What follows belongs to an exercise in optimizing a design on an open flow for small area, a short achievable clock period and few clock cycles; a production flow would make more cautious choices.
Where RTL was checked, it was by simulation tests only, not by an equivalence proof against the original.
No functional check of the RTL was part of runs 2 and 3.
Power figures rest on the tool's default switching activity, not on a simulated workload.

**design/flow/config.mk**
```make
export PLATFORM = sky130hd
export DESIGN_NAME = rrf_enc
export DESIGN_NICKNAME = rrf_enc
export VERILOG_FILES = /design/flow/design.v
export SDC_FILE = /design/flow/constraint.sdc
export NUM_CORES = 4
export LEC_CHECK = 0
export CAP_MARGIN = 20
export CORE_MARGIN = 2
export CORE_UTILIZATION = 40
export SLEW_MARGIN = 20
```
**design/flow/constraint.sdc**
```tcl
create_clock -name core_clock -period 10.0 [get_ports {clk}]
set_input_delay 2.0000 -clock core_clock [delete_from_list [all_inputs] [get_ports {clk}]]
set_output_delay 2.0000 -clock core_clock [all_outputs]
set_load 0.01 [all_outputs]
```
**design/flow/design.v**
```verilog
module rrf_enc #(
    parameter integer MTU       = 1024,
    parameter integer HDR_BYTES = 16
) (
    input  wire        clk,
    input  wire        rst,           
    input  wire        cmd_valid,
    input  wire [31:0] cmd_data,
    output wire        cmd_ready,
    output reg         ev_valid,
    output reg  [1:0]  ev_type,
    output reg  [31:0] ev_data,
    input  wire        ev_ready,
    input  wire [7:0]  csr_addr,
    output reg  [31:0] csr_rdata,
    output wire        idle
);
    localparam integer L = (MTU - HDR_BYTES) * 8;
    localparam [2:0] Q_NORM = 3'd0;    
    localparam [2:0] Q_ABRT = 3'd1;    
    localparam [2:0] Q_TAIL = 3'd2;    
    localparam [2:0] Q_END  = 3'd3;    
    localparam [2:0] Q_GOBA = 3'd4;    
    localparam [1:0] AS_FLUSH = 2'd0;
    localparam [1:0] AS_GOB   = 2'd1;
    localparam [1:0] AS_MB    = 2'd2;
    localparam [1:0] MB_FIT   = 2'd0;
    localparam [1:0] MB_BIG   = 2'd1;
    localparam [1:0] MB_RETRY = 2'd2;
    localparam [3:0] RK_OK0    = 4'h0;
    localparam [3:0] RK_OKBC   = 4'h1;
    localparam [3:0] RK_SENT   = 4'h9;
    localparam [3:0] RK_MBOK   = 4'hA;
    localparam [3:0] RK_RETRY  = 4'hB;
    localparam [3:0] RK_BIG    = 4'hC;
    localparam [3:0] RK_GOBOK  = 4'hD;
    localparam [3:0] RK_SPLIT  = 4'hE;
    localparam [3:0] RK_FAULT  = 4'hF;
    reg [2:0]  sq;
    reg [31:0] cp;
    reg        fault;
    reg [1:0]  fcode;        
    reg [31:0] fault_cmd;
    reg [31:0] fault_cp;
    reg [31:0] acc;
    reg [5:0]  fill;         
    reg [7:0]  cw;           
    reg        gob_valid;
    reg [3:0]  gob_gn;
    reg [4:0]  gob_gq;
    reg [31:0] enc_pkt_cnt;
    reg [9:0]  last_bytes;
    reg [2:0]  last_ebit;
    reg        last_m;
    reg        pend;         
    reg        pk_put;       
    reg [1:0]  mb_mode;
    reg [10:0] mbl;          
    reg        send_m;
    reg [1:0]  as_kind;
    reg        abort_need;
    reg        res_pend;
    reg [3:0]  rk;
    wire [12:0] bitcount = {cw, 5'd0} + {7'd0, fill};
    wire [9:0]  nb_now   = {cw, 2'b00} + {7'd0, fill[5:3]} + {9'd0, (fill[2:0] != 3'd0)};
    wire [2:0]  ebit_now = 3'd0 - fill[2:0];
    wire out_free = !ev_valid || ev_ready;
    wire q_norm   = (sq == Q_NORM);
    assign cmd_ready = q_norm && out_free;
    assign idle      = q_norm && !ev_valid && !res_pend;
    wire acc_w = cmd_valid && cmd_ready;
    wire [31:0] d   = cmd_data;
    wire [7:0]  opc = d[31:24];
    wire op_nop   = (opc == 8'h00);
    wire op_srst  = (opc == 8'h01);
    wire op_put   = (opc == 8'h10);
    wire op_flush = (opc == 8'h11);
    wire op_begin = (opc == 8'h12);
    wire op_gob   = (opc == 8'h13);
    wire op_mb    = (opc == 8'h14);
    wire opc_known = op_nop | op_srst | op_put | op_flush | op_begin | op_gob | op_mb;
    wire rsv_bad = op_put   ? (d[23:6]  != 18'd0) :
                   op_flush ? (d[22:0]  != 23'd0) :
                   op_gob   ? (d[23:9]  != 15'd0) :
                   op_mb    ? (d[23:16] != 8'd0)  :
                              (d[23:0]  != 24'd0);
    wire n_bad   = op_put && d[5] && (d[4:0] != 5'd0);
    wire hdr_bad = !opc_known || rsv_bad || n_bad;
    wire [1:0] hdr_fcode = !opc_known ? 2'b01 : (rsv_bad ? 2'b10 : 2'b11);
    wire [15:0] nbits   = d[15:0];
    wire [12:0] room    = L - bitcount;
    wire        mb_fit  = ({3'd0, room} >= nbits);
    wire        mb_big  = gob_valid ? (nbits > L - 26) : (nbits > L);
    wire        mb_last  = (mbl == 11'd0);
    wire [5:0]  put_n    = fault_cmd[5:0];
    wire [5:0]  mb_n     = mb_last ? {(fault_cmd[4:0] == 5'd0), fault_cmd[4:0]} : 6'd32;
    wire        put_ovf  = ({1'b0, bitcount} + {8'd0, put_n}) > L;
    wire w_put  = acc_w && !fault && pend && pk_put;
    wire w_mbd  = acc_w && !fault && pend && !pk_put;
    wire w_hdr  = acc_w && !fault && !pend;
    wire w_srst = acc_w && (fault ? (d == 32'h01000000) : (!pend && !hdr_bad && op_srst));
    wire q_goba = (sq == Q_GOBA);
    wire q_tail = (sq == Q_TAIL);
    wire ap_left = !q_goba && !q_tail && !(pend && pk_put);    
    wire [5:0] ap_n = q_goba ? 6'd26 : q_tail ? 6'd0 : (pend && pk_put) ? put_n : mb_n;
    wire [31:0] gob_word = {6'd0, 16'h0001, gob_gn, gob_gq, 1'b0};
    wire [31:0] din = q_goba ? gob_word : (q_tail ? 32'd0 : d);
    wire [4:0]  rot_r = ap_left ? fill[4:0] : (fill[4:0] + ap_n[4:0]);
    wire [63:0] din2  = {din, din} >> rot_r;
    wire [31:0] rot   = din2[31:0];
    wire [31:0] keep    = ~(32'hFFFFFFFF >> fill);    
    wire [31:0] cur_new = (acc & keep) | (rot & ~keep);
    wire [6:0]  ap_end  = {1'b0, fill} + {1'b0, ap_n};
    wire        spill   = (ap_end > 7'd32);
    wire [31:0] acc_nx  = spill ? rot : cur_new;
    wire [5:0]  fill_nx = spill ? (ap_end[5:0] - 6'd32) : ap_end[5:0];
    wire do_ap = (w_put && !put_ovf) || (w_mbd && (mb_mode == MB_FIT)) ||
                 (q_goba && out_free);
    wire [2:0]  fcode8 = {(fcode == 2'b00), (fcode == 2'b00) ? 2'b01 : fcode};
    reg  [23:0] res_val;
    always @(*) begin
        case (rk)
            RK_OKBC, RK_MBOK, RK_GOBOK: res_val = {11'd0, bitcount};
            RK_SENT, RK_RETRY, RK_SPLIT: res_val = {14'd0, last_bytes};
            RK_BIG:   res_val = {8'd0, fault_cmd[15:0]};
            RK_FAULT: res_val = {21'd0, fcode8};
            default:  res_val = 24'd0;
        endcase
    end
    wire [7:0] res_code = (rk == RK_FAULT) ? 8'hFF : (rk == RK_OKBC) ? 8'h00 : {4'd0, rk};
    always @(posedge clk) begin
        if (rst) begin
            sq         <= Q_NORM;
            cp         <= 32'd0;
            fault      <= 1'b0;
            fill       <= 6'd0;
            cw         <= 8'd0;
            gob_valid  <= 1'b0;
            gob_gn     <= 4'd0;
            gob_gq     <= 5'd0;
            enc_pkt_cnt<= 32'd0;
            last_bytes <= 10'd0;
            last_ebit  <= 3'd0;
            last_m     <= 1'b0;
            pend       <= 1'b0;
            res_pend   <= 1'b0;
            ev_valid   <= 1'b0;
        end else begin
            if (ev_valid && ev_ready)
                ev_valid <= 1'b0;
            if (res_pend && out_free) begin
                res_pend <= 1'b0;
                ev_valid <= 1'b1;
                ev_type  <= 2'd0;
                ev_data  <= {res_code, res_val};
            end
            if (do_ap) begin
                acc  <= acc_nx;
                fill <= fill_nx;
                if (spill) begin
                    cw       <= cw + 8'd1;
                    ev_valid <= 1'b1;
                    ev_type  <= 2'd1;
                    ev_data  <= cur_new;
                end
            end
            if (acc_w)
                cp <= cp + 32'd1;
            if (w_hdr) begin
                fault_cmd <= d;
                fault_cp  <= cp;
                if (hdr_bad) begin
                    fault    <= 1'b1;
                    fcode    <= hdr_fcode;
                    rk       <= RK_FAULT;
                    res_pend <= 1'b1;
                end else begin
                    if (op_nop) begin
                        rk       <= RK_OK0;
                        res_pend <= 1'b1;
                    end
                    if (op_put) begin
                        pend   <= 1'b1;
                        pk_put <= 1'b1;
                    end
                    if (op_flush) begin
                        send_m  <= d[23];
                        as_kind <= AS_FLUSH;
                        sq      <= Q_TAIL;
                    end
                    if (op_begin) begin
                        abort_need <= (cw != 8'd0);
                        fill       <= 6'd0;
                        cw         <= 8'd0;
                        gob_valid  <= 1'b0;
                        gob_gn     <= 4'd0;
                        gob_gq     <= 5'd0;
                        sq         <= Q_ABRT;
                    end
                    if (op_gob) begin
                        gob_gn    <= d[3:0];
                        gob_gq    <= d[8:4];
                        gob_valid <= 1'b1;
                        if (bitcount > L - 26) begin
                            send_m  <= 1'b0;
                            as_kind <= AS_GOB;
                            rk      <= RK_SPLIT;
                            sq      <= Q_TAIL;
                        end else begin
                            rk <= RK_GOBOK;
                            sq <= Q_GOBA;
                        end
                    end
                    if (op_mb) begin
                        mb_mode <= mb_fit ? MB_FIT : (mb_big ? MB_BIG : MB_RETRY);
                        mbl     <= nbits[15:5] - {10'd0, (nbits[4:0] == 5'd0)};
                        if (nbits == 16'd0) begin
                            rk       <= RK_MBOK;
                            res_pend <= 1'b1;
                        end else begin
                            pend   <= 1'b1;
                            pk_put <= 1'b0;
                        end
                    end
                end
            end
            if (w_put) begin
                pend     <= 1'b0;
                res_pend <= 1'b1;
                if (put_ovf) begin
                    fault <= 1'b1;
                    fcode <= 2'b00;
                    rk    <= RK_FAULT;
                end else begin
                    rk    <= RK_OKBC;
                end
            end
            if (w_mbd) begin
                mbl <= mbl - 11'd1;
                if (mb_last) begin
                    pend <= 1'b0;
                    case (mb_mode)
                    MB_FIT: begin
                        rk       <= RK_MBOK;
                        res_pend <= 1'b1;
                    end
                    MB_BIG: begin
                        rk       <= RK_BIG;
                        res_pend <= 1'b1;
                    end
                    default: begin
                        send_m  <= 1'b0;
                        as_kind <= AS_MB;
                        rk      <= RK_RETRY;
                        sq      <= Q_TAIL;
                    end
                    endcase
                end
            end
            if (w_srst) begin
                cp          <= 32'd1;
                fault       <= 1'b0;
                pend        <= 1'b0;
                abort_need  <= (cw != 8'd0);
                fill        <= 6'd0;
                cw          <= 8'd0;
                gob_valid   <= 1'b0;
                gob_gn      <= 4'd0;
                gob_gq      <= 5'd0;
                enc_pkt_cnt <= 32'd0;
                last_bytes  <= 10'd0;
                last_ebit   <= 3'd0;
                last_m      <= 1'b0;
                sq          <= Q_ABRT;
            end
            case (sq)
            Q_ABRT: begin
                if (out_free) begin
                    if (abort_need) begin
                        ev_valid <= 1'b1;
                        ev_type  <= 2'd3;
                        ev_data  <= 32'd0;
                    end
                    rk       <= RK_OK0;
                    res_pend <= 1'b1;
                    sq       <= Q_NORM;
                end
            end
            Q_TAIL: begin
                if (out_free) begin
                    if (fill != 6'd0) begin
                        ev_valid <= 1'b1;
                        ev_type  <= 2'd1;
                        ev_data  <= cur_new;
                    end
                    sq <= Q_END;
                end
            end
            Q_END: begin
                if (out_free) begin
                    ev_valid    <= 1'b1;
                    ev_type     <= 2'd2;
                    ev_data     <= {12'd0, send_m, ebit_now, 6'd0, nb_now};
                    last_bytes  <= nb_now;
                    last_ebit   <= ebit_now;
                    last_m      <= send_m;
                    enc_pkt_cnt <= enc_pkt_cnt + 32'd1;
                    fill        <= 6'd0;
                    cw          <= 8'd0;
                    case (as_kind)
                    AS_FLUSH: begin
                        if (send_m)
                            gob_valid <= 1'b0;
                        rk       <= RK_SENT;
                        res_pend <= 1'b1;
                        sq       <= Q_NORM;
                    end
                    AS_GOB: begin
                        sq <= Q_GOBA;
                    end
                    default: begin
                        if (gob_valid) begin
                            sq <= Q_GOBA;
                        end else begin
                            res_pend <= 1'b1;
                            sq       <= Q_NORM;
                        end
                    end
                    endcase
                end
            end
            Q_GOBA: begin
                if (out_free) begin
                    res_pend <= 1'b1;
                    sq       <= Q_NORM;
                end
            end
            default: ;
            endcase
        end
    end
    always @(*) begin
        case (csr_addr)
            8'h00: csr_rdata = {11'd0, pend, gob_valid, 3'b000, 5'd0, fcode8 & {3{fault}}, 7'd0, fault};
            8'h01: csr_rdata = fault_cmd & {32{fault}};
            8'h02: csr_rdata = fault_cp & {32{fault}};
            8'h03: csr_rdata = cp;
            8'h08: csr_rdata = {19'd0, bitcount};
            8'h09: csr_rdata = {23'd0, gob_gq, gob_gn};
            8'h0A: csr_rdata = {12'd0, last_m, last_ebit, 6'd0, last_bytes};
            8'h0B: csr_rdata = enc_pkt_cnt;
            8'h10: csr_rdata = 32'hFFFFFFFF;      
            8'h23: csr_rdata = 32'd1024;          
            8'h30: csr_rdata = 32'd32;            
            8'h31: csr_rdata = MTU;
            8'h32: csr_rdata = HDR_BYTES;
            8'h33: csr_rdata = 32'd5;             
            8'h34: csr_rdata = 32'd1024;          
            8'h35: csr_rdata = 32'd256000;        
            8'h36: csr_rdata = 32'd1024;          
            8'h37: csr_rdata = 32'd0;             
            8'h38: csr_rdata = 32'd2048;          
            default: csr_rdata = 32'd0;
        endcase
    end
endmodule
```
**design/flow/run.sh**
```bash
#!/bin/bash
# synth_recipe.tcl (not shown) runs the flow's synth.tcl, then flattens the netlist and writes it again
# the make line also repeats each setting of config.mk as NAME=value (left out here)
make -C /OpenROAD-flow-scripts/flow DESIGN_CONFIG=/design/flow/config.mk WORK_HOME=/design/flow/orfs CLKGATE_MAP_FILE= SYNTH_SCRIPT=/design/flow/synth_recipe.tcl finish
```
==> impl_results.md, run 1 <==
- Status: no timing/DRC/antenna violations
- Post-route ant nets: 0
- Drt first pass iters: 6
- Total Routing Usage GR: 30.4%
- Number of enable flip-flop cells after synthesis: 154
- Net Count, Synth: 2261
- N_diodes: 0
- Critical R2R Launch: mbl[0]
- Iteration-0 DRC Markers: 2499
- Largest net degree at the start of global routing: 51
- Vias in the first global route: 17241
- Core Util, Final: 46.4%
- H-tree levels: 2
- Switching fraction of total power: 25.1%
- Port Buffers: 112
- Worst path required time: 8.00 ns
- DP Area: 0.0203 sq mm
- Hold_buf cts: 0
- Clock root buffer master: clkbuf_16
- Seq pwr share: 44.2%
- RSZ-0062 raised after global routing: false
- Hold Path Origin: last_ebit[0]
- Post-CTS Resized: 0
- Avg Inst Size Synth: 8.63 sq um
- Maxcap violations: 0
- Cell variety after synth: 101
- Top Usage Layer GRT: met2
- Clock network power share: 46.5%
- Die height: 220 microns
- Synth Register Bits: 263
- Fillers: 4432
- Hold depth: 2
- Multi-input logic area: 0.0112 sq mm
- DIE AREA: 0.0486 sq mm
- Crit start category: primary input
- Lkg Pwr: 7.94 nW
- Mean routed wirelength per cell: 26.3 microns
- Reg-to-Reg End: ev_data[4]
- Core box area: 0.0464 sq mm
- Worst skew pair latency: 0.56 ns
- Max Freq: 0.136 GHz
- Internal Pwr Total: 2.04 mW
- Setup Skew: 0.0195 ns
- CTS clk-pin slew, worst paths: 0.05 ns
- Routing usage on met2: 45.8%
- Worst Hold Path EP: last_ebit[0]
- Ys Warns: 1
- Register area: 0.00681 sq mm
- Worst hold path class: reg2reg
- TritonCTS clock tree: built
- VDD IR-drop max: 0.0956 mV
- Pwr dens: 127 mW/mm^2
- CTS buffer count: 34
- GPL Wtd Cong: 0.911
- Overflow after GRT: 0
- Combinational share of power: 9.3%
- WS Path Type: in2out
- Die W: 220 microns
- Synthesized area: 0.0187 sq mm
- Vias per cell: 6.43
- IO Pins: 113
- Finish-stage setup viols: 0
- Worst-Margin Slew: 1.13 ns
- Worst Hold Slack: 0.468 ns
- Asr flop ratio synth: 0%
- Core Rows: 79
- Total power: 2.73 mW
- Initial cell density of the core: 40.4%
- R2R cell count: 19
- Setup TNS: 0 ns
- CP Data Arrival Time: 5.35 ns
- Area grow syn2layout: 14.6%
- Post-route minimum period: 7.35 ns
- Maximum clock path buffer count: 3
- Initial antenna violation count: 1
- HPWL Detailed: 54600 microns
- Remaining DRCs: 0
- First-pass GRT wire length: 110000 microns
- Synth Flop Type: edfxtp_1
- Post-synthesis sequential area ratio: 36.3%
- M3 GR Usage: 6.32%
- Nets: 2302
- Setup Fix Bufs, Post-CTS: 0
- Flop-to-flop setup slack: 3.42 ns
- Psw: 685 uW
- Cells after synthesis: 2172
- Met1 global-route usage: 41.8%
- CP max FO: 28
- Critical Path End Type: output port
- Final WL: 74700 microns
- Fin. max-slew vios: 0
- DR vias: 18288
- Clock sink count: 263
- Tcrit/Tclk final: 73.5%
- Slew headroom: 24.9%
- Share of cells above drive strength 1: 9.07%
- Final Hold Viols: 0
- Cell area after layout: 0.0215 sq mm
synthesized netlist by cell type (all sizes together) (43+ instances only):
library cell / n / area share (%)
a21oi: 146 / 4.1
buf: 50 / 1.5
clkbuf: 98 / 2.0
dfxtp: 109 / 12
edfxtp: 154 / 25
ha: 43 / 2.9
inv: 48 / 0.96
mux2i: 88 / 4.7
nand2: 208 / 4.2
nand3: 120 / 3.3
nor2: 211 / 4.3
nor3: 51 / 1.4
o21ai: 154 / 4.1
xor2: 48 / 2.3
layer usage:
| layer | vias to the layer above | wire, microns |
|---|---|---|
| li1 | 8258 | - |
| met1 | 8912 | 31300 |
| met2 | 935 | 32400 |
| met3 | 183 | 7200 |
| met4 | 0 | 3870 |
| met5 | - | 0 |
area by class of cell:
cell class                      count  share of cell area [%]
Clock inverter                     12                   0.489
Timing Repair Buffer              153                    6.72
Sequential cell                   263                    31.7
Tap cell                          607                    3.53
Multi-Input combinational cell   1712                    51.9
Clock buffer                       50                    4.78
Inverter                           49                   0.856
cells in the final DEF (no fill, tap or decap), drive strengths merged, types with 34 or more instances in the layout:
cell | synthesis | routed
nor2 | 211 | 211
nand2 | 208 | 208
edfxtp | 154 | 154
o21ai | 154 | 154
a21oi | 146 | 146
nand3 | 120 | 120
clkdlybuf4s50 | 0 | 111
dfxtp | 109 | 109
mux2i | 88 | 88
nor3 | 51 | 51
clkbuf | 98 | 50
inv | 48 | 49
xor2 | 48 | 48
ha | 43 | 43
buf | 50 | 42
xnor2 | 41 | 41
nand4 | 36 | 36
and2 | 34 | 34
cells by family after synthesis:
group           Yosys count  synth area share, %
compound gates          617                 22.2
xor+xnor                 89                 4.20
fa+ha+maj                45                 3.08
buf+inv                 197                 4.46
flops                   263                 36.3
mux                     133                 8.30
simple gates            828                 21.5
state kept, by name, summed over array words and instances (netlist names), 2 cells and up:
signal	count
fault_cp	32
mb_mode	2
ev_type	2
as_kind	2
cw	8
last_ebit	3
fault_cmd	32
rk	4
acc	32
mbl	11
fcode	2
sq	3
ev_data	32
cp	32
gob_gq	5
gob_gn	4
last_bytes	10
fill	6
enc_pkt_cnt	32
power groups by stage:
| stage | combinational (mW) | clock [mW] | sequential, mW |
|---|---|---|---|
| after global placement | 0.244 | 0 | 1.23 |
| after floorplan | 0.130 | 0 | 1.22 |
| final | 0.253 | 1.27 | 1.21 |
| after global routing | 0.271 | 1.32 | 1.21 |
| after detailed placement | 0.247 | 0 | 1.23 |
| after CTS | 0.248 | 1.28 | 1.20 |
per-stage QoR:
step           instances  setup slack, ns
6_report            2846             2.65
3_3_place_gp        2783             2.62
2_1_floorplan       2172             3.74
3_5_place_dp        2783             2.50
5_1_grt             2846             2.47
4_1_cts             2845             2.48
how the worst max path moves through the flow:
stage                     start             to
floorplan              ev_ready   fault_cmd[0]
finish              csr_addr[3]  csr_rdata[10]
detailed placement  csr_addr[3]  csr_rdata[10]
global placement    csr_addr[3]   csr_rdata[8]
global route        csr_addr[5]  csr_rdata[10]
CTS                 csr_addr[3]  csr_rdata[10]
critical path, stage by stage:
cell and delay, ns:
clkdlybuf4s50_1 0.52, or3_1 0.47, nor2b_1 0.14, buf_4 0.20, and2_1 0.90, a21oi_1 0.15
o21ai_0 0.15, a21oi_1 0.10, o21ai_0 0.13, clkdlybuf4s50_1 0.57
Testbench counts, summed over its fixed seeds: cycles 90,432.
==> run 2: changes to the inputs <==
--- a/design/flow/design.v
+++ b/design/flow/design.v
@@ -45,5 +45,5 @@
     reg [31:0] acc;
     reg [5:0]  fill;         
-    reg [7:0]  cw;           
+    reg [12:0] room;         
     reg        gob_valid;
     reg [3:0]  gob_gn;
@@ -62,7 +62,8 @@
     reg        res_pend;
     reg [3:0]  rk;
-    wire [12:0] bitcount = {cw, 5'd0} + {7'd0, fill};
-    wire [9:0]  nb_now   = {cw, 2'b00} + {7'd0, fill[5:3]} + {9'd0, (fill[2:0] != 3'd0)};
-    wire [2:0]  ebit_now = 3'd0 - fill[2:0];
+    wire [12:0] bitcount = L - room;
+    wire [9:0]  nb_now   = (L / 8) - room[12:3];
+    wire [2:0]  ebit_now = room[2:0];
+    wire        streamed = (room < L - 32);    
     wire out_free = !ev_valid || ev_ready;
     wire q_norm   = (sq == Q_NORM);
@@ -89,5 +90,4 @@
     wire [1:0] hdr_fcode = !opc_known ? 2'b01 : (rsv_bad ? 2'b10 : 2'b11);
     wire [15:0] nbits   = d[15:0];
-    wire [12:0] room    = L - bitcount;
     wire        mb_fit  = ({3'd0, room} >= nbits);
     wire        mb_big  = gob_valid ? (nbits > L - 26) : (nbits > L);
@@ -95,5 +95,5 @@
     wire [5:0]  put_n    = fault_cmd[5:0];
     wire [5:0]  mb_n     = mb_last ? {(fault_cmd[4:0] == 5'd0), fault_cmd[4:0]} : 6'd32;
-    wire        put_ovf  = ({1'b0, bitcount} + {8'd0, put_n}) > L;
+    wire        put_ovf  = ({7'd0, put_n} > room);
     wire w_put  = acc_w && !fault && pend && pk_put;
     wire w_mbd  = acc_w && !fault && pend && !pk_put;
@@ -113,8 +113,9 @@
     wire [6:0]  ap_end  = {1'b0, fill} + {1'b0, ap_n};
     wire        spill   = (ap_end > 7'd32);
-    wire [31:0] acc_nx  = spill ? rot : cur_new;
     wire [5:0]  fill_nx = spill ? (ap_end[5:0] - 6'd32) : ap_end[5:0];
     wire do_ap = (w_put && !put_ovf) || (w_mbd && (mb_mode == MB_FIT)) ||
                  (q_goba && out_free);
+    wire spill_eff = do_ap && spill;
+    wire end_go    = (sq == Q_END) && out_free;
     wire [2:0]  fcode8 = {(fcode == 2'b00), (fcode == 2'b00) ? 2'b01 : fcode};
     reg  [23:0] res_val;
@@ -135,5 +136,5 @@
             fault      <= 1'b0;
             fill       <= 6'd0;
-            cw         <= 8'd0;
+            room         <= L;
             gob_valid  <= 1'b0;
             gob_gn     <= 4'd0;
@@ -155,16 +156,14 @@
                 ev_data  <= {res_code, res_val};
             end
-            if (do_ap) begin
-                acc  <= acc_nx;
-                fill <= fill_nx;
-                if (spill) begin
-                    cw       <= cw + 8'd1;
-                    ev_valid <= 1'b1;
-                    ev_type  <= 2'd1;
-                    ev_data  <= cur_new;
-                end
+            acc  <= spill_eff ? rot : cur_new;
+            fill <= do_ap ? fill_nx : fill;
+            room <= do_ap ? (room - {7'd0, ap_n}) : room;
+            if (spill_eff) begin
+                ev_valid <= 1'b1;
+                ev_type  <= 2'd1;
+                ev_data  <= cur_new;
             end
-            if (acc_w)
-                cp <= cp + 32'd1;
+            cp          <= cp + {31'd0, acc_w};
+            enc_pkt_cnt <= enc_pkt_cnt + {31'd0, end_go};
             if (w_hdr) begin
                 fault_cmd <= d;
@@ -190,7 +189,7 @@
                     end
                     if (op_begin) begin
-                        abort_need <= (cw != 8'd0);
+                        abort_need <= streamed;
                         fill       <= 6'd0;
-                        cw         <= 8'd0;
+                        room         <= L;
                         gob_valid  <= 1'b0;
                         gob_gn     <= 4'd0;
@@ -202,5 +201,5 @@
                         gob_gq    <= d[8:4];
                         gob_valid <= 1'b1;
-                        if (bitcount > L - 26) begin
+                        if (room < 26) begin
                             send_m  <= 1'b0;
                             as_kind <= AS_GOB;
@@ -262,7 +261,7 @@
                 fault       <= 1'b0;
                 pend        <= 1'b0;
-                abort_need  <= (cw != 8'd0);
+                abort_need  <= streamed;
                 fill        <= 6'd0;
-                cw          <= 8'd0;
+                room          <= L;
                 gob_valid   <= 1'b0;
                 gob_gn      <= 4'd0;
@@ -305,7 +304,6 @@
                     last_ebit   <= ebit_now;
                     last_m      <= send_m;
-                    enc_pkt_cnt <= enc_pkt_cnt + 32'd1;
                     fill        <= 6'd0;
-                    cw          <= 8'd0;
+                    room          <= L;
                     case (as_kind)
                     AS_FLUSH: begin
--- a/design/flow/config.mk
+++ b/design/flow/config.mk
@@ -9,3 +9,4 @@
 export CORE_MARGIN = 2
 export CORE_UTILIZATION = 40
+export SETUP_SLACK_MARGIN = 4.8
 export SLEW_MARGIN = 20
==> run 2 against run 1 <==
Final cell count rose by 3.0%. First-iteration DRC count fell by 12%. Synthesized cell count fell by 0.78%. Area after synthesis fell by 1.5%. Clock skew fell by 0.0063 ns. Final area rose by 9.3%. Combinational power rose by 19%. Critical path type unchanged. Critical endpoint is now csr_rdata[0]. Largest cell class unchanged. Utilization rose by 5.3 points.
==> impl_results.md, run 2 <==
- Crit start category: primary input
- Hold_buf cts: 0
- CTS clk-pin slew, worst paths: 0.06 ns
- Iteration-0 DRC Markers: 2187
- CP max FO: 4
- Asr flop ratio synth: 0%
- Synth Register Bits: 268
- Max Freq: 0.175 GHz
- GPL Wtd Cong: 0.975
- Final Hold Viols: 0
- Most common cell in the netlist: nor2_1
- Number of enable flip-flop cells after synthesis: 154
- Overflow after GRT: 0
- Commonest non-fill, non-tap cell in the layout: nor2_1
- Total power: 2.63 mW
- Vias in the first global route: 17204
- Seq pwr share: 47.3%
- Switching fraction of total power: 26.7%
- Setup TNS: 0 ns
- Worst skew pair latency: 0.59 ns
- Clock network power share: 41.2%
- Ys Warns: 1
- Status: no timing/DRC/antenna violations
- Lkg Pwr: 8.82 nW
- Core box area: 0.0455 sq mm
- Tcrit/Tclk final: 57.1%
- Share of cells above drive strength 1: 21.1%
- Clock root buffer master: clkbuf_16
- Top cell type's share of synthesized area: 25.0%
- Worst path required time: 8.00 ns
- Pwr dens: 112 mW/mm^2
- Post-synthesis sequential area ratio: 37.4%
- Worst hold path class: reg2reg
- TritonCTS clock tree: built
- CP Data Arrival Time: 3.71 ns
- Largest net degree at the start of global routing: 76
- Setup Skew: 0.0132 ns
- Critical Path End Type: output port
- Nets: 2394
- Initial cell density of the core: 40.6%
- Cell variety after synth: 83
- IO Pins: 113
- Worst-Margin Slew: 1.15 ns
- Port Buffers: 112
- Internal Pwr Total: 1.92 mW
- DIE AREA: 0.0479 sq mm
- Drt first pass iters: 6
- Avg Inst Size Synth: 8.57 sq um
- Vias per cell: 6.42
- Clock sink count: 268
- Cells after synthesis: 2155
- Post-route minimum period: 5.71 ns
- Initial antenna violation count: 3
- Multi-input logic area: 0.0122 sq mm
- Main area contributors after synthesis: edfxtp_1, dfxtp_1, mux2i_1, nor2_1, a21oi_1
- Final WL: 77800 microns
- RSZ-0062 raised after global routing: true
- Psw: 701 uW
- Synth Flop Type: edfxtp_1
- Synthesized area: 0.0185 sq mm
- Register area: 0.00691 sq mm
- Core Rows: 78
- CTS buffer count: 30
- First-pass GRT wire length: 112000 microns
- Cell taking the most area after synthesis: edfxtp_1
- Finish-stage setup viols: 0
- DR vias: 18834
- Area grow syn2layout: 27.2%
- Commonest cells post-synth: nor2_1, nand2_1, a21oi_1
- Net Count, Synth: 2242
- Slew headroom: 23.2%
- Die height: 219 microns
- Die W: 219 microns
- VDD IR-drop max: 0.107 mV
- Post-route ant nets: 0
- HPWL Detailed: 54200 microns
- Maxcap violations: 0
- WS Path Type: in2out
- Mean routed wirelength per cell: 26.5 microns
- Fin. max-slew vios: 0
- Worst Hold Slack: 0.497 ns
- Most frequent cells in the layout: nor2_1, nand2_1, edfxtp_1, a21oi_1, dfxtp_1
- Total Routing Usage GR: 31.0%
- Remaining DRCs: 0
- Fillers: 4271
- Maximum clock path buffer count: 3
- Combinational share of power: 11.5%
- H-tree levels: 1
-- run 2: per-stage QoR --
step	utilization, %	worst slack, ns	cells	area [sq um]
2_1_floorplan	-	4.79	2155	18600
3_3_place_gp	44.1	2.59	2754	20100
3_5_place_dp	44.1	2.45	2754	20100
4_1_cts	49.1	4.20	2879	22300
5_1_grt	51.7	4.28	2931	23500
6_report	51.7	4.29	2932	23500
-- run 2: final timing paths --
kind / endpoint / slack (ns) / start / cells after the start
worst max-delay path: csr_rdata[0] / 4.29 / csr_addr[6] / 12
worst min register to register: last_ebit[2] / 0.50 / last_ebit[2] / 2
worst max register to register: ev_data[10] / 4.89 / mbl[0] / 21
worst min-delay path: last_ebit[2] / 0.50 / last_ebit[2] / 2
-- run 2: cell type report --
| class | instances | area share (%) |
|---|---|---|
| inverters | 52 | 0.831 |
| clock buffers | 42 | 3.63 |
| clock inverters | 14 | 0.357 |
| diodes | 1 | 0.0107 |
| multi-input cells | 1696 | 51.9 |
| flip-flops and latches | 268 | 29.4 |
| repair buffers | 259 | 10.6 |
| well taps | 600 | 3.20 |
-- run 2: cells by family after synthesis --
group	share of synthesized area (%)
and+or+nand+nor	19.6
muxes	7.88
xor gates and xnor gates	5.30
DFF	37.4
AOI/OAI and AO/OA	22.6
adders and majority gates	2.99
buffers and inverters	4.23
-- run 2: per-layer routing --
metal | global-route usage [%] | routed length [microns] | vias to the layer above
li1 | - | - | 8377
met1 | 42.4 | 31900 | 9271
met2 | 50.6 | 35500 | 963
met3 | 3.37 | 6580 | 221
met4 | 11.6 | 3770 | 2
met5 | 0 | 18 | -
-- run 2: power by group through the flow --
stage / logic (mW) / clock network [mW] / registers (mW)
floorplan: 0.141 / 0 / 1.25
global placement: 0.258 / 0 / 1.26
detailed placement: 0.262 / 0 / 1.26
CTS: 0.283 / 1.09 / 1.24
global route: 0.322 / 1.13 / 1.24
finish: 0.302 / 1.08 / 1.24
-- run 2: repair_timing --
item | in CTS | in global routing
pin swaps | 34 | 47
gates cloned | 8 | 5
gates resized for setup | 388 | 159
endpoints found under the setup margin | 183 | 126
buffers inserted | 61 | 47
-- run 2: critical path, cell delays in order --
cell and delay (ns):
buf_12 0.10, nor2_4 0.10, nand2_2 0.09, nor3_4 0.15, buf_6 0.12, o211ai_1 0.09, buf_4 0.21, buf_6 0.13
buf_12 0.13, buf_6 0.11, o211ai_1 0.27, buf_2 0.20
==> run 3: changes to the inputs <==
--- a/design/flow/config.mk
+++ b/design/flow/config.mk
@@ -9,4 +9,4 @@
 export CORE_MARGIN = 2
 export CORE_UTILIZATION = 40
-export SETUP_SLACK_MARGIN = 4.8
+export SETUP_SLACK_MARGIN = 3
 export SLEW_MARGIN = 20
==> run 3 against run 2 <==
Sequential share of layout area is 3.3 points higher. Highest routed layer is now met4. Critical path depth down 3. Critical path type unchanged. Via count decreased by 5.7%. Final cell count shrank 3.9%. Clock power grew 6%. Still clean on timing, DRC and antenna. Area after synthesis unchanged. Register-to-register slack worse by 1.6 ns. Clock skew increased by 0.0021 ns.
==> impl_results.md, run 3 <==
- Lkg Pwr: 7.83 nW
- CP Launch Point: csr_addr[2]
- Synth Register Bits: 268
- Die height: 219 microns
- Setup Fix Bufs, Post-CTS: 0
- Setup Skew: 0.0153 ns
- Tcrit/Tclk final: 69.7%
- Complex-gate fraction of the synthesized area: 22.6%
- CP endpoint: csr_rdata[16]
- Wire length on met1: 31700 microns
- Final Hold Viols: 0
- DIE AREA: 0.0479 sq mm
- CP max FO: 18
- CTS buffer count: 31
- Commonest non-fill, non-tap cell in the layout: nor2_1
- Total Routing Usage GR: 29.5%
- Mean routed wirelength per cell: 25.6 microns
- Cell mode on critical path: clkdlybuf4s50_1
- Remaining DRCs: 0
- Area grow syn2layout: 14.4%
- Largest net degree at the start of global routing: 76
- First-pass GRT wire length: 106000 microns
- Nets: 2279
- Post-Synth Simple-Gate Area: 19.6%
- Fillers: 4449
- Clock root buffer master: clkbuf_16
- Initial cell density of the core: 40.6%
- Post-route minimum period: 6.97 ns
- WS Path Type: in2out
- Cell variety after synth: 83
- Share of cells above drive strength 1: 7.62%
- Synthesized-area fraction occupied by adder cells: 2.99%
- Worst-Margin Slew: 1.12 ns
- Top cell type's share of synthesized area: 25.0%
- N_diodes: 0
- Area share of xor/xnor cells in the synthesized design: 5.30%
- Critical Path End Type: output port
- CTS clk-pin slew, worst paths: 0.05 ns
- Flop-to-flop setup slack: 3.25 ns
- Die W: 219 microns
- Port Buffers: 112
- Overflow after GRT: 0
- Cell area after layout: 0.0211 sq mm
- Slew headroom: 24.8%
- Vias per cell: 6.31
- Reg-to-Reg End: ev_data[6]
- CP Data Arrival Time: 4.97 ns
- Fin cells: 2817
- Crit start category: primary input
- Critical R2R Launch: mbl[0]
- Maximum clock path buffer count: 3
- IO Pins: 113
- Setup ws final: 3.03 ns
- Final WL: 72200 microns
- HPWL Detailed: 54200 microns
- Max Freq: 0.143 GHz
- RSZ-0062 raised after global routing: true
- Most frequent cells in the layout: nor2_1, nand2_1, a21oi_1, edfxtp_1, dfxtp_1
- Most common cell in the netlist: nor2_1
- Proportion of synthesized area in mux cells: 7.88%
- DR WL met2: 32500 microns
- Ys Warns: 1
- Cells after DPL: 2758
- Finish-stage setup viols: 0
- Largest family of logic cells by synthesized area: compound AO/OA/AOI/OAI gates
- Core box area: 0.0455 sq mm
- Setup TNS: 0 ns
- Worst path cell trace: clkdlybuf4s50_1 > nor4_1 > nand3_1 > nor2_2 > buf_4 > a31oi_1 > and3_1 > o21ai_0 > clkdlybuf4s50_1
- Top Metal Used: met4
- Net Count, Synth: 2242
- Maxcap violations: 0
- Vias in the first global route: 16331
- Post-route ant nets: 0
- Status: no timing/DRC/antenna violations
- Worst slack, placed: 2.45 ns
- Worst path required time: 8.00 ns
- CP max stage delay: 0.57 ns
- Commonest cells post-synth: nor2_1, nand2_1, a21oi_1
- Cells after synthesis: 2155
- Number of enable flip-flop cells after synthesis: 154
- Synthesized area: 0.0185 sq mm
- Worst hold path class: reg2reg
- Avg Inst Size Synth: 8.57 sq um
- Worst skew pair latency: 0.58 ns
- H-tree levels: 1
- Clock sink count: 268
- Metal3 WL: 5760 microns
- DR vias: 17762
- Hold_buf cts: 0
- Core Util, Final: 46.5%
- Core Rows: 78
- Drt first pass iters: 6
- Synth Flop Type: edfxtp_1
- Fin. max-slew vios: 0
- GPL Wtd Cong: 0.968
- Total power: 2.65 mW
- Pwr dens: 125 mW/mm^2
- Cell taking the most area after synthesis: edfxtp_1
- Asr flop ratio synth: 0%
- Slowest CP cell: clkdlybuf4s50_1
- Iteration-0 DRC Markers: 2288
- Worst Hold Slack: 0.492 ns
- Main area contributors after synthesis: edfxtp_1, dfxtp_1, mux2i_1, nor2_1, a21oi_1
- Post-synthesis sequential area ratio: 37.4%
- Initial antenna violation count: 1
- TritonCTS clock tree: built
- R2R cell count: 18
- VDD IR-drop max: 0.117 mV
- DP Area: 0.0201 sq mm
run 3: cell types whose count changed in the layout (fill, tap and decap cells not counted), sizes merged, moves of 2 or more:
cell	change
buf	-144
clkdlybuf4s50	+48
clkinv	-3
dlygate4sd2	-3
dlymetal6s2s	-3
and2	-2
clkbuf	-2
inv	+2
nand2	-2
nor2	-2
run 3: routing by layer:
layer,vias to the layer above,GRT usage [%]
li1,8129,-
met1,8675,41.8
met2,840,46.7
met3,118,3.99
met4,0,8.87
met5,-,0
run 3: repair_timing:
| item | in CTS | in global routing |
|---|---|---|
| cloned | 0 | 0 |
| endpoints found under the setup margin | 32 | 15 |
| gates resized for setup | 5 | 2 |
run 3: worst max-delay path: cells and delay by family:
kind                   cells  cell delay [ns]
and+or+nand+nor            4             1.28
AOI/OAI and AO/OA          2             0.23
buffers and inverters      3             1.45
run 3: cell type report:
class / instances / area, sq um / area share (%)
timing repair buffer: 150 / 1430 / 6.76
multi-input combinational: 1689 / 10800 / 51.2
clock inverter: 13 / 100 / 0.474
clock buffer: 45 / 921 / 4.36
sequential: 268 / 6910 / 32.7
inverter: 52 / 195 / 0.924
tap: 600 / 751 / 3.55
run 3: worst min-delay path by stage:
stage | startpoint | end | cells after the start
floorplan | last_m | last_m | 2
global placement | cp[13] | fault_cp[13] | 0
detailed placement | last_bytes[5] | last_bytes[5] | 2
CTS | last_bytes[5] | last_bytes[5] | 2
global route | cp[13] | fault_cp[13] | 0
finish | last_bytes[5] | last_bytes[5] | 2
run 3: kinds of logic after synthesis:
logic type	after synthesis
AOI/OAI and AO/OA	626
buffers and inverters	198
muxes	138
DFF	268
adders and majority gates	43
xor gates and xnor gates	111
and+or+nand+nor	771
run 3: power by group:
| part | total [mW] | switching, mW | leakage [nW] | internal (mW) |
|---|---|---|---|---|
| Clock | 1.14 | 0.475 | 0.511 | 0.664 |
| Sequential | 1.24 | 0.0321 | 2.37 | 1.21 |
| Combinational | 0.267 | 0.162 | 4.95 | 0.105 |
==> run 4: changes to the inputs <==
--- a/design/flow/design.v
+++ b/design/flow/design.v
@@ -338,26 +338,29 @@
         end
     end
+    wire        a_z74  = (csr_addr[7:4] == 4'h0);
+    wire        a_g0   = a_z74 && (csr_addr[3:2] == 2'b00);    
+    wire        a_g2   = a_z74 && (csr_addr[3:2] == 2'b10);    
+    wire        a_10   = (csr_addr[7:2] == 6'b000100);         
+    wire        a_20   = (csr_addr[7:2] == 6'b001000);         
+    wire        a_30   = (csr_addr[7:2] == 6'b001100);         
+    wire        a_34   = (csr_addr[7:2] == 6'b001101);         
+    wire        a_38   = (csr_addr[7:2] == 6'b001110);         
+    wire [31:0] c_st   = {11'd0, pend, gob_valid, 3'b000, 5'd0, fcode8 & {3{fault}}, 7'd0, fault};
+    wire [31:0] c_lst  = {12'd0, last_m, last_ebit, 6'd0, last_bytes};
+    wire [31:0] c_x0 = ({32{a_g0}} & c_st) | ({32{a_g2}} & {19'd0, bitcount}) |
+                       {32{a_10}} | ({32{a_30}} & 32'd32) | ({32{a_34}} & 32'd1024) |
+                       ({32{a_38}} & 32'd2048);
+    wire [31:0] c_x1 = ({32{a_g0 && fault}} & fault_cmd) | ({32{a_g2}} & {23'd0, gob_gq, gob_gn}) |
+                       ({32{a_30}} & MTU) | ({32{a_34}} & 32'd256000);
+    wire [31:0] c_x2 = ({32{a_g0 && fault}} & fault_cp) | ({32{a_g2}} & c_lst) |
+                       ({32{a_30}} & HDR_BYTES) | ({32{a_34}} & 32'd1024);
+    wire [31:0] c_x3 = ({32{a_g0}} & cp) | ({32{a_g2}} & enc_pkt_cnt) |
+                       ({32{a_20}} & 32'd1024) | ({32{a_30}} & 32'd5);
     always @(*) begin
-        case (csr_addr)
-            8'h00: csr_rdata = {11'd0, pend, gob_valid, 3'b000, 5'd0, fcode8 & {3{fault}}, 7'd0, fault};
-            8'h01: csr_rdata = fault_cmd & {32{fault}};
-            8'h02: csr_rdata = fault_cp & {32{fault}};
-            8'h03: csr_rdata = cp;
-            8'h08: csr_rdata = {19'd0, bitcount};
-            8'h09: csr_rdata = {23'd0, gob_gq, gob_gn};
-            8'h0A: csr_rdata = {12'd0, last_m, last_ebit, 6'd0, last_bytes};
-            8'h0B: csr_rdata = enc_pkt_cnt;
-            8'h10: csr_rdata = 32'hFFFFFFFF;      
-            8'h23: csr_rdata = 32'd1024;          
-            8'h30: csr_rdata = 32'd32;            
-            8'h31: csr_rdata = MTU;
-            8'h32: csr_rdata = HDR_BYTES;
-            8'h33: csr_rdata = 32'd5;             
-            8'h34: csr_rdata = 32'd1024;          
-            8'h35: csr_rdata = 32'd256000;        
-            8'h36: csr_rdata = 32'd1024;          
-            8'h37: csr_rdata = 32'd0;             
-            8'h38: csr_rdata = 32'd2048;          
-            default: csr_rdata = 32'd0;
+        case (csr_addr[1:0])
+            2'd0: csr_rdata = c_x0;
+            2'd1: csr_rdata = c_x1;
+            2'd2: csr_rdata = c_x2;
+            default: csr_rdata = c_x3;
         endcase
     end
--- a/design/flow/config.mk
+++ b/design/flow/config.mk
@@ -9,4 +9,4 @@
 export CORE_MARGIN = 2
 export CORE_UTILIZATION = 40
-export SETUP_SLACK_MARGIN = 3
+export SETUP_SLACK_MARGIN = 4.8
 export SLEW_MARGIN = 20
==> run 4 against run 3 <==
First-iteration DRC count up 2.2%. Final cell count up 2.6%. Global-route usage grew 1.1 points. Synthesized cell count rose by 0.37%. Sequential share of layout area fell by 1.7 points. Highest routed layer unchanged. Largest cell class unchanged. Utilization up 2.5 points. Critical path type unchanged. Routed wire length up 4.0%. Fmax grew 21%. Setup slack improved by 1.2 ns. Critical path depth is 3 higher. Final area rose by 5.5%. Critical endpoint is now csr_rdata[12].
==> impl_results.md, run 4 <==
- Status: no timing/DRC/antenna violations
- WS Path Type: in2out
- GPL Wtd Cong: 0.979
- Finish-stage setup viols: 0
- CP Data Arrival Time: 3.78 ns
- Iteration-0 DRC Markers: 2338
- DR vias: 18516
- N_diodes: 0
- TritonCTS clock tree: built
- Final Hold Viols: 0
- DIE AREA: 0.0480 sq mm
- Post-route minimum period: 5.78 ns
- Worst path required time: 8.00 ns
- Cell variety after synth: 95
- Setup TNS: 0 ns
- Cells after synthesis: 2163
- Area grow syn2layout: 20.4%
- Crit start category: primary input
- Top cell type's share of synthesized area: 25.0%
- Vias per cell: 6.40
- Nets: 2353
- VDD IR-drop max: 0.157 mV
- Critical Path End Type: output port
- Initial antenna violation count: 1
- CTS clk-pin slew, worst paths: 0.06 ns
- Die height: 219 microns
- CP max FO: 6
- Cell mode on critical path: buf_6
- Pwr dens: 121 mW/mm^2
- Lkg Pwr: 8.13 nW
- CTS buffer count: 31
- Avg Inst Size Synth: 8.56 sq um
- HPWL Detailed: 53800 microns
- Number of enable flip-flop cells after synthesis: 154
- Asr flop ratio synth: 0%
- First-pass GRT wire length: 111000 microns
- Crit path max-delay family: simple AND/OR/NAND/NOR gates
- Setup Skew: 0.00958 ns
- Worst Path Buf+Inv: 4
- Most frequent cells in the layout: nand2_1, nor2_1, edfxtp_1, a21oi_1, dfxtp_1
- Initial cell density of the core: 40.6%
- Main area contributors after synthesis: edfxtp_1, dfxtp_1, nand2_1, nor2_1, a21oi_1
- Fillers: 4260
- Largest net degree at the start of global routing: 73
- Clock sink count: 268
- Core Rows: 78
- IO Pins: 113
- Synth Register Bits: 268
- Drt first pass iters: 7
- Slew headroom: 30.0%
- Worst hold path class: reg2reg
- Share of cells above drive strength 1: 16.8%
- Slowest CP cell: nor3_4
- Max Freq: 0.173 GHz
- Maximum clock path buffer count: 3
- Post-route ant nets: 0
- Maxcap violations: 0
- Synth Flop Type: edfxtp_1
- Clock root buffer master: clkbuf_16
- Core box area: 0.0456 sq mm
- Worst path cell trace: buf_6 > nor3_4 > nand3_4 > nor2_4 > buf_12 > and2_4 > and3_4 > buf_6 > a221o_1 > a21oi_2 > nor3_2 > buf_2
- Remaining DRCs: 0
- H-tree levels: 1
- Commonest cells post-synth: nand2_1, nor2_1, edfxtp_1
- CP max stage delay: 0.22 ns
- Hold_buf cts: 0
- RSZ-0062 raised after global routing: true
- Post-synthesis sequential area ratio: 37.3%
- Fin. max-slew vios: 0
- Most common cell in the netlist: nand2_1
- Die W: 219 microns
- Total Routing Usage GR: 30.6%
- Mean routed wirelength per cell: 26.0 microns
- Net Count, Synth: 2250
- Final WL: 75100 microns
- Register area: 0.00691 sq mm
- Ys Warns: 1
- Commonest non-fill, non-tap cell in the layout: nand2_1
- Synthesized area: 0.0185 sq mm
- Multi-input logic area: 0.0114 sq mm
- Cell taking the most area after synthesis: edfxtp_1
- Core Util, Final: 48.9%
- Worst-Margin Slew: 1.04 ns
- Overflow after GRT: 0
- Port Buffers: 112
- Worst skew pair latency: 0.59 ns
- Tcrit/Tclk final: 57.8%
- Vias in the first global route: 17074
-- run 4: final cells by class --
class | count | area share, %
Inverter | 58 | 1.02
Timing Repair Buffer | 212 | 8.67
Tap cell | 600 | 3.37
Clock buffer | 43 | 4.10
Sequential cell | 268 | 31.0
Multi-Input combinational cell | 1695 | 51.3
Clock inverter | 15 | 0.528
-- run 4: worst paths after layout --
path                    start             to  slack (ns)  cells past startpoint
hold reg to reg        last_m         last_m        0.49                      2
setup / recovery  csr_addr[6]  csr_rdata[12]        4.22                     12
setup reg to reg       mbl[0]        acc[27]        4.99                     16
hold / removal         last_m         last_m        0.49                      2
-- run 4: through the flow --
stage	power [mW]	hold slack, ns	cells	instance area (sq um)	setup WS [ns]
floorplan	1.40	0.436	2163	18700	4.44
global placement	1.55	0.459	2762	20200	2.11
detailed placement	1.55	0.477	2762	20200	2.06
CTS	2.70	0.485	2876	21900	4.25
global route	2.78	0.509	2891	22300	4.15
finish	2.71	0.486	2891	22300	4.22
-- run 4: what timing repair did --
item	CTS	global route
pin swaps	47	37
gates cloned	10	0
resized for setup	268	56
endpoints found under the setup margin	184	158
setup buffers	46	14
-- run 4: per-layer routing --
layer	GRT usage (%)	part of all wire (%)	vias to the layer above	wire, microns
met5	0	0	-	0
met4	12.1	4.3	0	3240
met3	5.43	8.9	164	6700
met2	46.7	44	986	33000
met1	42.9	43	9033	32100
li1	-	-	8333	-
-- run 4: worst min-delay path, stage by stage (launching register included) --
cell     delay, ns
dfxtp_1       0.33
nand2_1       0.06
a21oi_1       0.05
-- run 4: power breakdown --
| group | switching (mW) | internal, mW |
|---|---|---|
| Clock | 0.491 | 0.664 |
| Combinational | 0.185 | 0.123 |
| Sequential | 0.0353 | 1.21 |
-- run 4: kinds of logic (layout without fill, tap and decap cells) --
family,after synthesis,count (layout),share of synthesized area [%]
AO/OA/AOI/OAI,632,632,23.3
XOR/XNOR,105,105,5.11
adder cells (fa/ha/maj),43,43,2.99
buffers and inverters,208,328,4.58
flip-flops,268,268,37.3
multiplexers,90,90,5.83
AND/OR/NAND/NOR,817,825,20.8
Testbench counts of run 4, summed over its fixed seeds: cycles 90,432.
==> run 5: changes to the inputs <==
--- a/design/flow/config.mk
+++ b/design/flow/config.mk
@@ -6,4 +6,5 @@
 export NUM_CORES = 4
 export LEC_CHECK = 0
+export ABC_CLOCK_PERIOD_IN_PS = 4000
 export CAP_MARGIN = 20
 export CORE_MARGIN = 2
==> run 5 against run 4 <==
Still clean on timing, DRC and antenna. Clock-buffer cell count unchanged. Clock power about the same. Sequential power about the same. Via count unchanged. Non-clock buffer count unchanged. Clock skew unchanged. Worst hold slack unchanged. Global-route usage unchanged. First-iteration DRC count unchanged. Area after synthesis unchanged. Critical endpoint unchanged. Largest power group unchanged.
==> impl_results.md, run 5 <==
- Status: no timing/DRC/antenna violations
- Pwr dens: 121 mW/mm^2
- GPL Wtd Cong: 0.979
- TritonCTS clock tree: built
- Vias per cell: 6.40
- Worst Path Buf+Inv: 4
- Reg-to-Reg End: acc[27]
- Worst-Margin Slew: 1.04 ns
- Setup Skew: 0.00958 ns
- CP Data Arrival Time: 3.78 ns
- Initial cell density of the core: 40.6%
- Ys Warns: 1
- R2R cell count: 16
- Final WL: 75100 microns
- Maximum clock path buffer count: 3
- Cell taking the most area after synthesis: edfxtp_1
- Cells after synthesis: 2163
- Most common cell in the netlist: nand2_1
- Largest net degree at the start of global routing: 73
- Initial antenna violation count: 1
- Worst skew pair latency: 0.59 ns
- Max Freq: 0.173 GHz
- Core Util, Final: 48.9%
- Worst hold path class: reg2reg
- Post-synthesis sequential area ratio: 37.3%
- RSZ-0062 raised after global routing: true
- Clock root buffer master: clkbuf_16
- Total Routing Usage GR: 30.6%
- Worst Hold Path EP: last_m
- Setup TNS: 0 ns
- N_diodes: 0
- Synth Flop Type: edfxtp_1
- DIE AREA: 0.0480 sq mm
- Commonest cells post-synth: nand2_1, nor2_1, edfxtp_1
- First-pass GRT wire length: 111000 microns
- Total power: 2.71 mW
- Slew headroom: 30.0%
- Worst path required time: 8.00 ns
- WS Path Type: in2out
- Most frequent cells in the layout: nand2_1, nor2_1, edfxtp_1, a21oi_1, dfxtp_1
- Die W: 219 microns
- Final Hold Viols: 0
- Remaining DRCs: 0
- Routing usage on met2: 46.7%
- IO Pins: 113
- CP max stage delay: 0.22 ns
- Cell variety after synth: 95
- Met1 global-route usage: 42.9%
- Flop-to-flop setup slack: 4.99 ns
- Die height: 219 microns
- Hold depth: 2
- CP max FO: 6
- Cell mode on critical path: buf_6
- Lkg Pwr: 8.13 nW
- H-tree levels: 1
- M3 GR Usage: 5.43%
- Core Rows: 78
- HPWL Detailed: 53800 microns
- Tcrit/Tclk final: 57.8%
- Maxcap violations: 0
- Slowest CP cell: nor3_4
- CTS buffer count: 31
- Synth Register Bits: 268
- Top Usage Layer GRT: met2
- Post-route minimum period: 5.78 ns
- Hold Path Origin: last_m
- Crit path max-delay family: simple AND/OR/NAND/NOR gates
- Main area contributors after synthesis: edfxtp_1, dfxtp_1, nand2_1, nor2_1, a21oi_1
- Mean routed wirelength per cell: 26.0 microns
- Core box area: 0.0456 sq mm
- Vias in the first global route: 17074
- Top cell type's share of synthesized area: 25.0%
- Hold_buf cts: 0
- Post-route ant nets: 0
- Port Buffers: 112
- CTS clk-pin slew, worst paths: 0.06 ns
- Asr flop ratio synth: 0%
- Avg Inst Size Synth: 8.56 sq um
- Fin. max-slew vios: 0
- Synthesized area: 0.0185 sq mm
- Nets: 2353
- Critical R2R Launch: mbl[0]
- Commonest non-fill, non-tap cell in the layout: nand2_1
- Area grow syn2layout: 20.4%
- Critical Path End Type: output port
- Clock sink count: 268
- Drt first pass iters: 7
- Worst path cell trace: buf_6 > nor3_4 > nand3_4 > nor2_4 > buf_12 > and2_4 > and3_4 > buf_6 > a221o_1 > a21oi_2 > nor3_2 > buf_2
- Share of cells above drive strength 1: 16.8%
- Finish-stage setup viols: 0
- Number of enable flip-flop cells after synthesis: 154
- Overflow after GRT: 0
- Net Count, Synth: 2250
- DR vias: 18516
- Crit start category: primary input
- VDD IR-drop max: 0.157 mV
- Iteration-0 DRC Markers: 2338
run 5: cell counts after synthesis:
Identical to the previous run, type by type.
run 5: cells by family after synthesis:
group,count (synthesis),share of synthesized area [%]
AND/OR/NAND/NOR,817,20.8
AO/OA/AOI/OAI,632,23.3
flip-flops,268,37.3
buffers and inverters,208,4.58
XOR/XNOR,105,5.11
multiplexers,90,5.83
adder cells (fa/ha/maj),43,2.99
run 5: stage by stage:
step           instance area [sq um]  worst slack [ns]  hold slack (ns)  instances
2_1_floorplan                  18700              4.44            0.436       2163
3_5_place_dp                   20200              2.06            0.477       2762
4_1_cts                        21900              4.25            0.485       2876
5_1_grt                        22300              4.15            0.509       2891
6_report                       22300              4.22            0.486       2891
3_3_place_gp                   20200              2.11            0.459       2762
run 5: how the worst max path moves through the flow:
stage / startpoint / endpoint / slack, ns / cells after the start
after floorplan: csr_addr[2] / csr_rdata[3] / 4.44 / 9
after global placement: csr_addr[2] / csr_rdata[12] / 2.11 / 11
after detailed placement: csr_addr[2] / csr_rdata[12] / 2.06 / 11
after CTS: csr_addr[7] / csr_rdata[12] / 4.25 / 12
after global routing: csr_addr[6] / csr_rdata[12] / 4.15 / 12
final: csr_addr[6] / csr_rdata[12] / 4.22 / 12
run 5: what timing repair did:
action,in CTS,in global routing
cloned,10,0
gates resized for setup,268,56
setup endpoints to repair,184,158
pin swaps,47,37
hold endpoints to repair,0,0
buffers inserted,46,14
run 5: routing by layer:
layer	vias to the layer above	routed length [microns]
li1	8333	-
met1	9033	32100
met2	986	33000
met3	164	6700
met4	0	3240
met5	-	0
run 5: tightest hold or removal path: stages (launching register included):
cell	delay, ns
dfxtp_1	0.33
nand2_1	0.06
a21oi_1	0.05
run 5: cell type report:
cell class | count | area [sq um]
well taps | 600 | 751
clock inverters | 15 | 118
repair buffers | 212 | 1930
inverters | 58 | 226
multi-input cells | 1695 | 11400
fillers | 4260 | 23300
clock buffers | 43 | 913
flip-flops and latches | 268 | 6910
run 5: report_power, final:
part / total [mW] / internal [mW] / switching [mW]
clock: 1.16 / 0.664 / 0.491
combinational: 0.308 / 0.123 / 0.185
sequential: 1.24 / 1.21 / 0.0353
total: 2.71 / 2.00 / 0.711
==> run 6: changes to the inputs <==
--- a/design/flow/config.mk
+++ b/design/flow/config.mk
@@ -6,8 +6,7 @@
 export NUM_CORES = 4
 export LEC_CHECK = 0
-export ABC_CLOCK_PERIOD_IN_PS = 4000
 export CAP_MARGIN = 20
 export CORE_MARGIN = 2
 export CORE_UTILIZATION = 40
-export SETUP_SLACK_MARGIN = 4.8
+export SETUP_SLACK_MARGIN = 5.0
 export SLEW_MARGIN = 20
==> run 6 against run 5 <==
Still clean. Combinational power barely moved. Clock skew fell by 0.00078 ns. Sequential share of layout area fell by 0.21 points. Total power barely moved. Critical endpoint unchanged. Largest power group unchanged. Highest routed layer unchanged.
==> impl_results.md, run 6 <==
- Iteration-0 DRC Markers: 2283
- RSZ-0062 raised after global routing: true
- Nets: 2359
- CTS buffer count: 31
- WS Path Type: in2out
- VDD IR-drop max: 0.157 mV
- Total power: 2.71 mW
- Commonest cells post-synth: nand2_1, nor2_1, edfxtp_1
- GPL Wtd Cong: 0.979
- Post-route ant nets: 0
- Cells after synthesis: 2163
- Metal3 WL: 6900 microns
- Net Count, Synth: 2250
- Die W: 219 microns
- Cell variety after synth: 95
- Die height: 219 microns
- Final WL: 75400 microns
- Wire length on met1: 32000 microns
- Post-route minimum period: 5.76 ns
- DIE AREA: 0.0480 sq mm
- Core Util, Final: 49.3%
- DR WL met2: 33100 microns
- Final Hold Viols: 0
- TritonCTS clock tree: built
- Maximum clock path buffer count: 3
- Core box area: 0.0456 sq mm
- Synthesized area: 0.0185 sq mm
- Worst skew pair latency: 0.59 ns
- Tcrit/Tclk final: 57.6%
- Mean routed wirelength per cell: 26.0 microns
- Top cell type's share of synthesized area: 25.0%
- DR vias: 18613
- Clock root buffer master: clkbuf_16
- Top Metal Used: met4
- Finish-stage setup viols: 0
- First-pass GRT wire length: 111000 microns
- CP max FO: 6
- Overflow after GRT: 0
- Slew headroom: 30.1%
- Avg Inst Size Synth: 8.56 sq um
- Number of enable flip-flop cells after synthesis: 154
- Remaining DRCs: 0
- Pwr dens: 121 mW/mm^2
- Initial cell density of the core: 40.6%
- Max Freq: 0.174 GHz
- Clock sink count: 268
- Worst hold path class: reg2reg
- CTS clk-pin slew, worst paths: 0.06 ns
- Setup Skew: 0.00880 ns
- Post-Synth Simple-Gate Area: 20.8%
- Vias in the first global route: 17195
- Most frequent cells in the layout: nand2_1, nor2_1, edfxtp_1, a21oi_1, dfxtp_1
- Status: no timing/DRC/antenna violations
- Ys Warns: 1
- Flop-to-flop setup slack: 5.14 ns
- Critical Path End Type: output port
- Synth Flop Type: edfxtp_1
- Area grow syn2layout: 21.3%
- Crit start category: primary input
- Largest net degree at the start of global routing: 73
- Core Rows: 78
- Proportion of synthesized area in mux cells: 5.83%
- H-tree levels: 1
- Fin. max-slew vios: 0
- Worst path required time: 8.00 ns
- Vias per cell: 6.42
- CP Data Arrival Time: 3.76 ns
- Main area contributors after synthesis: edfxtp_1, dfxtp_1, nand2_1, nor2_1, a21oi_1
- Share of cells above drive strength 1: 17.6%
- Area share of xor/xnor cells in the synthesized design: 5.11%
- Most common cell in the netlist: nand2_1
- N_diodes: 0
- Commonest non-fill, non-tap cell in the layout: nand2_1
- HPWL Detailed: 53800 microns
- Initial antenna violation count: 1
- Cell taking the most area after synthesis: edfxtp_1
- Total Routing Usage GR: 30.8%
- Synthesized-area fraction occupied by adder cells: 2.99%
- Port Buffers: 112
- Worst-Margin Slew: 1.04 ns
- Worst Hold Slack: 0.484 ns
- Largest family of logic cells by synthesized area: compound AO/OA/AOI/OAI gates
- Asr flop ratio synth: 0%
- IO Pins: 113
- Complex-gate fraction of the synthesized area: 23.3%
- Maxcap violations: 0
- Setup TNS: 0 ns
- Synth Register Bits: 268
- Post-synthesis sequential area ratio: 37.3%
- Drt first pass iters: 7
- Lkg Pwr: 8.16 nW
run 6: worst max-delay path, stage by stage:
cell,delay (ns)
buf_6,0.10
nor3_4,0.23
nand3_4,0.11
nor2_4,0.15
buf_12,0.12
and2_4,0.19
and3_4,0.21
buf_6,0.09
a221o_1,0.17
a21oi_2,0.05
nor3_2,0.18
buf_2,0.16
run 6: report_power, final:
group / switching (mW) / internal, mW
registers: 0.0353 / 1.21
clock network: 0.490 / 0.664
logic: 0.186 / 0.124
total: 0.712 / 2.00
run 6: cell families after synthesis:
group / Yosys count
AOI/OAI and AO/OA: 632
xor gates and xnor gates: 105
adders and majority gates: 43
buffers and inverters: 208
DFF: 268
muxes: 90
and+or+nand+nor: 817
run 6: final timing paths:
kind	endpoint	cells past startpoint	startpoint
hold reg to reg	last_m	2	last_m
setup reg to reg	ev_data[3]	16	mbl[2]
setup / recovery	csr_rdata[12]	12	csr_addr[6]
hold / removal	last_m	2	last_m
run 6: cell type report:
| cell class | count | area [sq um] |
|---|---|---|
| fillers | 4239 | 23100 |
| clock inverters | 15 | 118 |
| clock buffers | 43 | 913 |
| repair buffers | 218 | 1970 |
| well taps | 600 | 751 |
| inverters | 58 | 226 |
| multi-input cells | 1695 | 11600 |
| flip-flops and latches | 268 | 6910 |
run 6: through the flow:
stage | worst slack (ns) | instance area (sq um) | cells
after floorplan | 4.44 | 18700 | 2163
after global placement | 2.11 | 20200 | 2762
after detailed placement | 2.06 | 20200 | 2762
after CTS | 4.25 | 22000 | 2879
after global routing | 4.15 | 22400 | 2897
final | 4.24 | 22400 | 2897
run 6: metal layers:
metal,GRT usage (%),vias to the layer above
met5,0,-
met3,5.28,173
met2,46.7,998
met1,43.1,9086
met4,13.0,0
li1,-,8356
run 6: timing repair:
item / 4_1_cts / 5_1_grt
pin swaps: 47 / 39
hold buffers: 0 / 0
setup buffers: 49 / 17
endpoints found under the setup margin: 193 / 98
resized for setup: 291 / 59
gates cloned: 10 / 0
==> run 7: changes to the inputs <==
--- a/design/flow/config.mk
+++ b/design/flow/config.mk
@@ -9,4 +9,6 @@
 export CORE_MARGIN = 2
 export CORE_UTILIZATION = 40
+export CTS_BUF_LIST = sky130_fd_sc_hd__clkbuf_4
+export CTS_CLUSTER_SIZE = 30
 export SETUP_SLACK_MARGIN = 5.0
 export SLEW_MARGIN = 20
==> run 7 against run 6 <==
Highest routed layer unchanged. First-iteration DRC count is 12% higher. Final area is 0.11% higher. Die area unchanged. Sequential cell count stayed put. Via count is 1.9% higher. Clock-buffer cell count increased by 83. Utilization increased by 0.055 points. Final cell count grew 3.2%. Global-route usage rose by 0.48 points. Fmax is 0.25% higher.
==> impl_results.md, run 7 <==
- DR vias: 18972
- CP max FO: 6
- Cell variety after synth: 95
- Main area contributors after synthesis: edfxtp_1, dfxtp_1, nand2_1, nor2_1, a21oi_1
- Vias per cell: 6.35
- GPL Wtd Cong: 0.979
- Post-synthesis sequential area ratio: 37.3%
- Worst slack, placed: 2.06 ns
- WS Path Type: in2out
- Most common cell in the netlist: nand2_1
- Final WL: 76500 microns
- Initial antenna violation count: 3
- Commonest cells post-synth: nand2_1, nor2_1, edfxtp_1
- Port Buffers: 112
- CP max stage delay: 0.23 ns
- Critical Path End Type: output port
- RSZ-0062 raised after global routing: true
- Maxcap violations: 0
- Critical R2R Launch: mbl[4]
- Ys Warns: 1
- DIE AREA: 0.0480 sq mm
- Fin. max-slew vios: 0
- First-pass GRT wire length: 112000 microns
- Final Hold Viols: 0
- Post-route minimum period: 5.75 ns
- Worst-Margin Slew: 1.01 ns
- Cells after synthesis: 2163
- Largest net degree at the start of global routing: 73
- Worst hold path class: reg2reg
- Register area: 0.00691 sq mm
- Status: no timing/DRC/antenna violations
- Clock root buffer master: clkbuf_4
- IO Pins: 113
- Most frequent cells in the layout: nand2_1, nor2_1, edfxtp_1, a21oi_1, clkbuf_4
- HPWL Detailed: 53800 microns
- TritonCTS clock tree: built
- CP Data Arrival Time: 3.75 ns
- Hold Path Origin: last_m
- H-tree levels: 3
- Cell taking the most area after synthesis: edfxtp_1
- R2R cell count: 14
- Finish-stage setup viols: 0
- Core box area: 0.0456 sq mm
- Worst path cell trace: buf_6 > nor3_4 > nand3_4 > nor2_4 > buf_12 > and2_4 > and3_4 > buf_6 > a221o_1 > a21oi_2 > nor3_2 > buf_2
- Area grow syn2layout: 21.4%
- Slowest CP cell: nor3_4
- Fillers: 4315
- Hold_buf cts: 0
- DP Area: 0.0202 sq mm
- Worst Hold Path EP: last_m
- Top cell type's share of synthesized area: 25.0%
- Synth Flop Type: edfxtp_1
- Tcrit/Tclk final: 57.5%
- Maximum clock path buffer count: 3
- Commonest non-fill, non-tap cell in the layout: nand2_1
- Share of cells above drive strength 1: 20.1%
- Slew headroom: 32.0%
- Hold depth: 2
- Initial cell density of the core: 40.6%
- Net Count, Synth: 2250
- Pwr dens: 119 mW/mm^2
- Setup ws final: 4.25 ns
- Flop-to-flop setup slack: 5.15 ns
- Worst skew pair latency: 0.82 ns
- Overflow after GRT: 0
- Die height: 219 microns
- Setup Skew: 0.0707 ns
- Remaining DRCs: 0
- Synth Register Bits: 268
- VDD IR-drop max: 0.0691 mV
- Nets: 2410
==> run 7: power by group <==
group          switching, mW  leakage [nW]  internal, mW  total, mW
Clock                  0.527         0.623         0.596       1.12
Combinational          0.185          5.29         0.125      0.310
Sequential            0.0350          2.37          1.21       1.24
Total                  0.748          8.28          1.93       2.68
==> run 7: kinds of logic after synthesis <==
family | after synthesis | synth area share, %
flops | 268 | 37.3
fa+ha+maj | 43 | 2.99
simple gates | 817 | 20.8
mux | 90 | 5.83
buf+inv | 208 | 4.58
compound gates | 632 | 23.3
xor+xnor | 105 | 5.11
==> run 7: layout make-up <==
class,count,share of cell area (%)
clock buffers,126,4.21
flip-flops and latches,268,30.7
clock inverters,20,0.507
repair buffers,221,8.88
diodes,1,0.0111
well taps,600,3.34
multi-input cells,1696,51.3
inverters,58,1.01
==> run 7: how the worst max path moves through the flow <==
stage           startpoint             to  slack (ns)  depth (start not counted)
2_1_floorplan  csr_addr[2]   csr_rdata[3]        4.44                          9
3_3_place_gp   csr_addr[2]  csr_rdata[12]        2.11                         11
3_5_place_dp   csr_addr[2]  csr_rdata[12]        2.06                         11
4_1_cts        csr_addr[7]  csr_rdata[12]        4.28                         12
5_1_grt        csr_addr[6]  csr_rdata[12]        4.17                         12
6_report       csr_addr[6]  csr_rdata[12]        4.25                         12
==> run 7: timing repair <==
action,CTS,global route
pin swaps,44,37
gates cloned,10,1
gates resized for setup,273,72
setup buffers,48,21
endpoints found under the setup margin,192,162
==> run 7: per-stage QoR <==
step	cells	utilization [%]	hold WS (ns)
2_1_floorplan	2163	-	0.436
3_3_place_gp	2762	44.2	0.459
3_5_place_dp	2762	44.2	0.477
4_1_cts	2966	48.2	0.486
5_1_grt	2990	49.3	0.510
6_report	2990	49.3	0.484
==> run 7: metal layers <==
metal	up-vias	routed length, microns	track usage [%]	share of wire, %
met5	-	0	0	0
met4	0	3750	15.6	4.9
met3	203	7460	6.15	9.8
met2	1097	33400	46.7	44
met1	9178	31900	42.9	42
li1	8494	-	-	-
==> run 7: critical path, delay by kind of cell <==
kind	cells	cell delay [ns]
buffers and inverters	4	0.47
AOI/OAI and AO/OA	2	0.22
and+or+nand+nor	6	1.04

Setup slack of run 7, layout unchanged: 4.252 ns with ideal ports, 4.218 ns with driving cells assumed (clock clkbuf_16, inputs buf_2), 4.218 ns with port delays also shifted by the 0.840 ns mid clock arrival.
